What follows belongs to an exercise in optimizing a design on an open flow for small area, a short achievable clock period and few clock cycles; a production flow would make more cautious choices. Function was checked by simulation only, so behaviour that the tests miss may differ from the original. No activity file was given, so power comes from the tool's default toggle rates.

==> try-nickel <==
Design tsc2046_cfp, start of the top module:
module tsc2046_cfp (
    input  wire        clk,
    input  wire        rst,
    input  wire        cmd_valid,
    output wire        cmd_ready,
    input  wire [31:0] cmd,
    input  wire [31:0] din0,
    input  wire [31:0] din1,
    input  wire [31:0] din2,
    input  wire [31:0] din3,
    output reg         done,
    output wire [7:0]  status,
    output wire [31:0] dout0,
    output wire [31:0] dout1,
    output wire [31:0] dout2,
    output wire [31:0] dout3,
    output reg         bus_cs,
    output reg         bus_req,
    output reg  [7:0]  bus_cb,
    output reg         bus_mode,
    input  wire        bus_rsp,
    input  wire        bus_err,
    input  wire [31:0] bus_rdata
);
clock: 18.0 ns
lec_check: 0
cap_margin: 20
core_margin: 2
core_utilization: 40
slew_margin: 20
standard.sh (not shown) runs the stock make flow with config.mk's settings and CLKGATE_MAP_FILE= SYNTH_SCRIPT=/design/flow/synth_recipe.tcl, a recipe that flattens the netlist after the stock synthesis.
==> flow/flow/run.sh <==
#!/bin/bash
set -euo pipefail
bash standard.sh SETUP_SLACK_MARGIN=12.5 finish > make_finish.log 2>&1
==> try-zinc: changes against try-nickel <==
--- a/flow/design.v
+++ b/flow/design.v
@@ -129,14 +129,16 @@
             3'd2:    i_chan = 3'b011;    
             3'd3:    i_chan = 3'b100;    
             default: i_chan = 3'b110;    
         endcase
     end
     wire [7:0] i_cb = {1'b1, i_chan, cmd[6], cmd[7], cmd[9:8]};
-    wire go_x = i_legal && (i_op == OP_EXCHANGE);
-    wire go_s = i_legal && (i_op == OP_SAMPLE) && configured && (i_n != 8'd0);
+    wire i_hi0 = (cmd[31:18] == 14'd0);
+    wire i_chok = !i_ch[2] || (i_ch[1:0] == 2'd0);
+    wire go_x = i_hi0 && (i_op == OP_EXCHANGE) && i_chok && (i_n == 8'd0);
+    wire go_s = i_hi0 && (i_op == OP_SAMPLE) && i_chok && configured && (i_n != 8'd0);
     wire go_e = i_legal && (i_op == OP_EVALUATE) && configured && (din2[11:0] != 12'd0);
     wire [11:0] rsp_sample = bus_mode ? {4'd0, bus_rdata[7:0]} : bus_rdata[14:3];
     wire [32:0] acc_sum    = padd({12'd0, d2r}, {20'd0, rsp_sample}, 1'b0);
     reg  [11:0] dr;
     reg  [11:0] dv;
     reg  [13:0] dv3;
@@ -144,17 +146,24 @@
     reg         drun;
     reg  [11:0] q_r  [0:2];
     reg  [31:0] q_q  [0:2];
     reg  [13:0] q_t;
     reg  [32:0] q_s1, q_s2, q_s3;
     integer     qi;
+    reg  [2:0]  mdph;         
+    wire        mdn = ~|mdph;
+    wire [1:0]  q_in [0:1];
+    assign q_in[0] = ({2{mdn}} & d0r[31:30]) | ({2{mdph[0]}} & d2r[11:10]) |
+                     ({2{mdph[1]}} & d2r[7:6]) | ({2{mdph[2]}} & d2r[3:2]);
+    assign q_in[1] = ({2{mdn}} & d0r[29:28]) | ({2{mdph[0]}} & d2r[9:8]) |
+                     ({2{mdph[1]}} & d2r[5:4]) | ({2{mdph[2]}} & d2r[1:0]);
     always @* begin
         q_r[0] = dr;
         q_q[0] = d0r;
         for (qi = 0; qi < 2; qi = qi + 1) begin
-            q_t  = {q_r[qi], q_q[qi][31:30]};
+            q_t  = {q_r[qi], q_in[qi]};
             q_s1 = padd({18'd0, q_t}, ~{18'd0, 2'd0, dv}, 1'b1);
             q_s2 = padd({18'd0, q_t}, ~{18'd0, 1'd0, dv, 1'b0}, 1'b1);
             q_s3 = padd({18'd0, q_t}, ~{18'd0, dv3}, 1'b1);
             if (q_s3[32]) begin
                 q_r[qi+1] = q_s3[11:0];
                 q_q[qi+1] = {q_q[qi][29:0], 2'd3};
@@ -202,13 +211,14 @@
     wire [23:0] rxa = {cfg_rx[30:23] != 8'd0, cfg_rx[22:0]};
     wire [7:0]  rxe = (cfg_rx[30:23] == 8'd0) ? 8'd1 : cfg_rx[30:23];
     reg  [23:0] um;
     reg         ug, us;
     reg  signed [10:0] ue;
     reg  [1:0]  uph;
-    wire [23:0] ma = (state == S_EMUL2) ? um : rxa;
+    reg         m2;           
+    wire [23:0] ma = m2 ? um : rxa;
     wire [27:0] pp0 = {4'd0, ma} & {28{mb[0]}};
     wire [27:0] pp1 = {3'd0, ma, 1'b0} & {28{mb[1]}};
     wire [27:0] pp2 = {2'd0, ma, 2'b0} & {28{mb[2]}};
     wire [27:0] pp3 = {1'd0, ma, 3'b0} & {28{mb[3]}};
     wire [27:0] ph  = {4'd0, mhi};
     wire [27:0] cs1s = pp0 ^ pp1 ^ pp2;
@@ -218,44 +228,55 @@
     wire [27:0] cs3s = cs1c ^ cs2s ^ cs2c;
     wire [27:0] cs3c = {((cs1c & cs2s) | (cs1c & cs2c) | (cs2s & cs2c)), 1'b0};
     wire [32:0] mstep = padd({4'd0, cs3s}, {4'd0, cs3c}, 1'b0);
     wire signed [10:0] ew1 = $signed({3'd0, eb[7:0]}) + $signed({3'd0, rxe}) - 11'sd126;     
     wire signed [10:0] ew2 = eb + ue - 11'sd126;                                             
     wire signed [10:0] ew  = (state == S_EMUL2) ? ew2 : ew1;
-    reg  signed [10:0] ewr, ewr_m1, qe0;
+    reg  signed [10:0] ewr;
     reg         ewr_ge1, ewr_ge2;
     wire        wl   = !mhi[23] && ewr_ge2;
     wire [23:0] wm   = wl ? {mhi[22:0], mb[23]} : mhi;
     wire        wg   = wl ? mb[22] : mb[23];
     wire        ws   = wl ? (mb[21:0] != 22'd0) : (mb[22:0] != 23'd0);
-    wire signed [10:0] we = wl ? ewr_m1 : ewr;
+    wire signed [10:0] we = wl ? ewr - 11'sd1 : ewr;
     wire        we_ge1 = wl ? ewr_ge2 : ewr_ge1;
     wire        ql   = d0r[27];
     wire [23:0] qm   = ql ? d0r[27:4] : d0r[26:3];
     wire        qg   = ql ? d0r[3] : d0r[2];
     wire        qs   = (ql ? (d0r[2:0] != 3'd0) : (d0r[1:0] != 2'd0)) | (dr != 12'd0);
-    wire signed [10:0] qe = ql ? qe0 : qe0 - 11'sd1;
-    reg  [23:0] rm;
-    reg         rg, rs;
-    wire        rsel_w = (uph == 2'd0);    
-    always @* begin
-        rm = rsel_w ? wm : qm;
-        rg = rsel_w ? wg : qg;
-        rs = rsel_w ? ws : qs;
-    end
-    wire        rinc = rg & (rs | rm[0]);
-    wire [32:0] rsum = padd({8'd0, rm}, 32'd0, rinc);
+    wire signed [10:0] qe = 11'sd127 + $signed({{5{e3b[5]}}, e3b}) - $signed({10'd0, ~ql});
     wire [23:0] dm   = {1'b0, um[23:1]};
     wire        dg   = um[0];
     wire        ds   = us | ug;
-    wire        dinc = dg & (ds | dm[0]);
-    wire [32:0] dsum = padd({8'd0, dm}, 32'd0, dinc);
     wire        t3ge1 = (ue >= 11'sd127);
     wire [3:0]  s3    = ue[3:0] - 4'd15;
     wire [23:0] one3  = 24'h800000 >> s3;
-    wire [32:0] t4sum = padd({8'd0, t3ge1 ? um : ~um}, {8'd0, t3ge1 ? ~one3 : 24'd0}, 1'b1);
+    wire        in_ep  = (state == S_EP);
+    wire        a_win  = (state == S_ET2 || in_ep) && (uph == 2'd0);
+    wire        a_den  = (state == S_ET2 || in_ep) && (uph == 2'd1);
+    wire        a_quo  = (state == S_ET2) && (uph == 2'd2);
+    wire        a_t4   = (state == S_ET4) && (uph == 2'd0);
+    reg  [23:0] ax, ay;
+    reg         ag, as_;
+    always @* begin
+        ay = 24'd0;
+        if (a_win) begin
+            ax = wm; ag = wg; as_ = ws;
+        end else if (a_den) begin
+            ax = dm; ag = dg; as_ = ds;
+        end else if (a_quo) begin
+            ax = qm; ag = qg; as_ = qs;
+        end else if (a_t4) begin
+            ax = t3ge1 ? um : ~um; ay = t3ge1 ? ~one3 : 24'd0; ag = 1'b1; as_ = 1'b1;
+        end else begin
+            ax = um; ag = ug; as_ = us;
+        end
+    end
+    wire        acin = a_t4 ? 1'b1 : (ag & (as_ | ax[0]));
+    wire [32:0] asum = padd({8'd0, ax}, {8'd0, ay}, acin);
+    wire [32:0] rsum = asum, dsum = asum, rsum_u = asum, t4sum = asum;
     wire [8:0]  pexp  = um[23] ? ue[8:0] : 9'd0;
     wire        pinf  = (ue > 11'sd254);
     wire [30:0] pbits = pinf ? {8'hFF, 23'd0} : {pexp[7:0], um[22:0]};
     wire [32:0] pcmp  = padd({1'b0, cfg_ceil}, ~{1'b0, pbits}, 1'b1);    
     wire        p_gt  = ~pcmp[32];
     wire        p_nz  = (um != 24'd0);
@@ -272,13 +293,15 @@
             d3r        <= 31'd0;
             bus_cs     <= 1'b0;
             cfg_settle <= 1'b1;
             cfg_mask   <= 5'b01111;
             configured <= 1'b0;
             drun       <= 1'b0;
+            mdph       <= 3'd0;
         end else begin
+            mdph <= {mdph[1:0], 1'b0};
             if (drun) begin
                 dr   <= q_r[2];
                 d0r  <= q_q[2];
                 dcnt <= dcnt + 3'd1;
                 if (dcnt == 3'd6) drun <= 1'b0;
             end
@@ -395,16 +418,16 @@
                             dmy <= 1'b0;
                             if (!dmy) begin
                                 d2r  <= acc_sum[19:0];
                                 left <= left - 8'd1;
                             end
                             dr  <= {4'd0, acc_sum[19:12]};
-                            d0r <= {acc_sum[11:0], 20'd0};
                             if (!dmy && left == 8'd1) begin
                                 state <= S_MD;
                                 dcnt  <= 3'd0;
+                                mdph  <= 3'b001;
                             end else
                                 state <= S_GAP;
                         end
                     end
                 end
                 S_GAP: begin
@@ -414,22 +437,22 @@
                 end
                 S_MD: begin
                     dr   <= q_r[2];
                     d0r  <= q_q[2];
                     dcnt <= dcnt + 3'd1;
                     d3r  <= 31'd0;
-                    if (dcnt == 3'd0)
-                        d2r <= accn[19:0];
                     if (dcnt == 3'd2) begin
+                        d2r     <= accn[19:0];
                         state   <= S_IDLE;
                         ready_r <= 1'b1;
                         done    <= 1'b1;
                     end
                 end
                 S_ESET: begin
                     mb    <= {nx[11:0], nx[11:0]};
+                    m2    <= 1'b0;
                     mhi   <= x0 ? 24'd0 : rxa;
                     eb    <= 11'sd115 + $signed({7'd0, nx[15:12]});
                     z2f   <= x0;
                     mcnt  <= 3'd0;
                     dr    <= {1'b0, nz2[11:1]};
                     d0r   <= {nz2[0], 31'd0};
@@ -439,16 +462,14 @@
                     drun  <= 1'b1;
                     e3b   <= $signed({2'd0, nz2[15:12]}) - $signed({2'd0, nz1[15:12]});
                     state <= S_EMUL1;
                 end
                 S_EMUL1: begin
                     ewr     <= ew;
-                    ewr_m1  <= ew - 11'sd1;
                     ewr_ge1 <= (ew >= 11'sd1);
                     ewr_ge2 <= (ew >= 11'sd2);
-                    qe0     <= 11'sd127 + $signed({{5{e3b[5]}}, e3b});
                     mhi  <= mstep[27:4];
                     mb   <= {mstep[3:0], mb[23:4]};
                     mcnt <= mcnt + 3'd1;
                     if (mcnt == 3'd5) begin
                         state <= S_ET2;
                         uph   <= 2'd0;
@@ -528,12 +549,13 @@
                                 us  <= 1'b0;
                             end
                         end
                         2'd1: begin
                             if (um == 24'd0 || um[23]) begin
                                 z4f   <= (um == 24'd0);
+                                m2    <= 1'b1;
                                 mhi   <= 24'd0;
                                 mcnt  <= 3'd0;
                                 state <= S_EMUL2;
                             end else begin
                                 um <= {um[22:0], 1'b0};
                                 ue <= ue - 11'sd1;
@@ -557,13 +579,12 @@
                             end
                         end
                     endcase
                 end
                 S_EMUL2: begin
                     ewr     <= ew;
-                    ewr_m1  <= ew - 11'sd1;
                     ewr_ge1 <= (ew >= 11'sd1);
                     ewr_ge2 <= (ew >= 11'sd2);
                     mhi  <= mstep[27:4];
                     mb   <= {mstep[3:0], mb[23:4]};
                     mcnt <= mcnt + 3'd1;
                     if (mcnt == 3'd5) begin
@@ -629,9 +650,7 @@
                     state   <= S_IDLE;
                     ready_r <= 1'b1;
                 end
             endcase
         end
     end
-    wire        uinc   = ug & (us | um[0]);
-    wire [32:0] rsum_u = padd({8'd0, um}, 32'd0, uinc);
 endmodule
==> run summary <==
- Of try-nickel and try-zinc, try-zinc has the higher core utilization (gap 0.51 points).
- Against try-zinc, the sequential power of try-nickel is higher by 38%.
- Of try-zinc and try-nickel, try-nickel has the higher non-clock buffer count (gap 20).
- Of try-zinc and try-nickel, try-nickel has the higher total power (gap 58%, measured against try-nickel).
- Between try-zinc and try-nickel, the lower die area is in try-zinc (gap 3.8%, measured against try-nickel).
- Of try-zinc and try-nickel, try-zinc has the higher first-iteration DRC count (gap about 3.7%, measured against try-nickel).
- In register-to-register slack, try-zinc and try-nickel hardly differ.
Testbench counts of try-nickel, summed over its fixed seeds: cycles 12,684.
Testbench counts of try-zinc, summed over its fixed seeds: cycles 12,684.

-- what the ideal ports hide --
No port has a modelled driver above. Below, the same layouts with a new extraction and two added sets of constraints. Step 1 (the two cells are an assumption about what drives the block):
set clk [get_ports {clk}]
set_driving_cell -lib_cell sky130_fd_sc_hd__clkbuf_16 $clk
set_driving_cell -lib_cell sky130_fd_sc_hd__buf_2 [delete_from_list [all_inputs] $clk]
Step 2, shift: input delay + t, output delay - t, t = (earliest + latest rising clock arrival at the registers) / 2. This alone moves slack from input paths to output paths. a / b / c = ideal / step 1 / step 2; a / b = the first two.
run	shift t [ns]	setup slack, ns	clock arrival spread, ns
try-nickel	0.722	12.034 / 12.080 / 11.359	0.051 / 0.051
try-zinc	0.696	11.790 / 11.815 / 11.119	0.038 / 0.038
After both steps setup and hold are still met in every run listed. For try-nickel, which loses most, drivers alone change the setup slack by +0.046 ns; drivers and shift together by -0.675 ns.
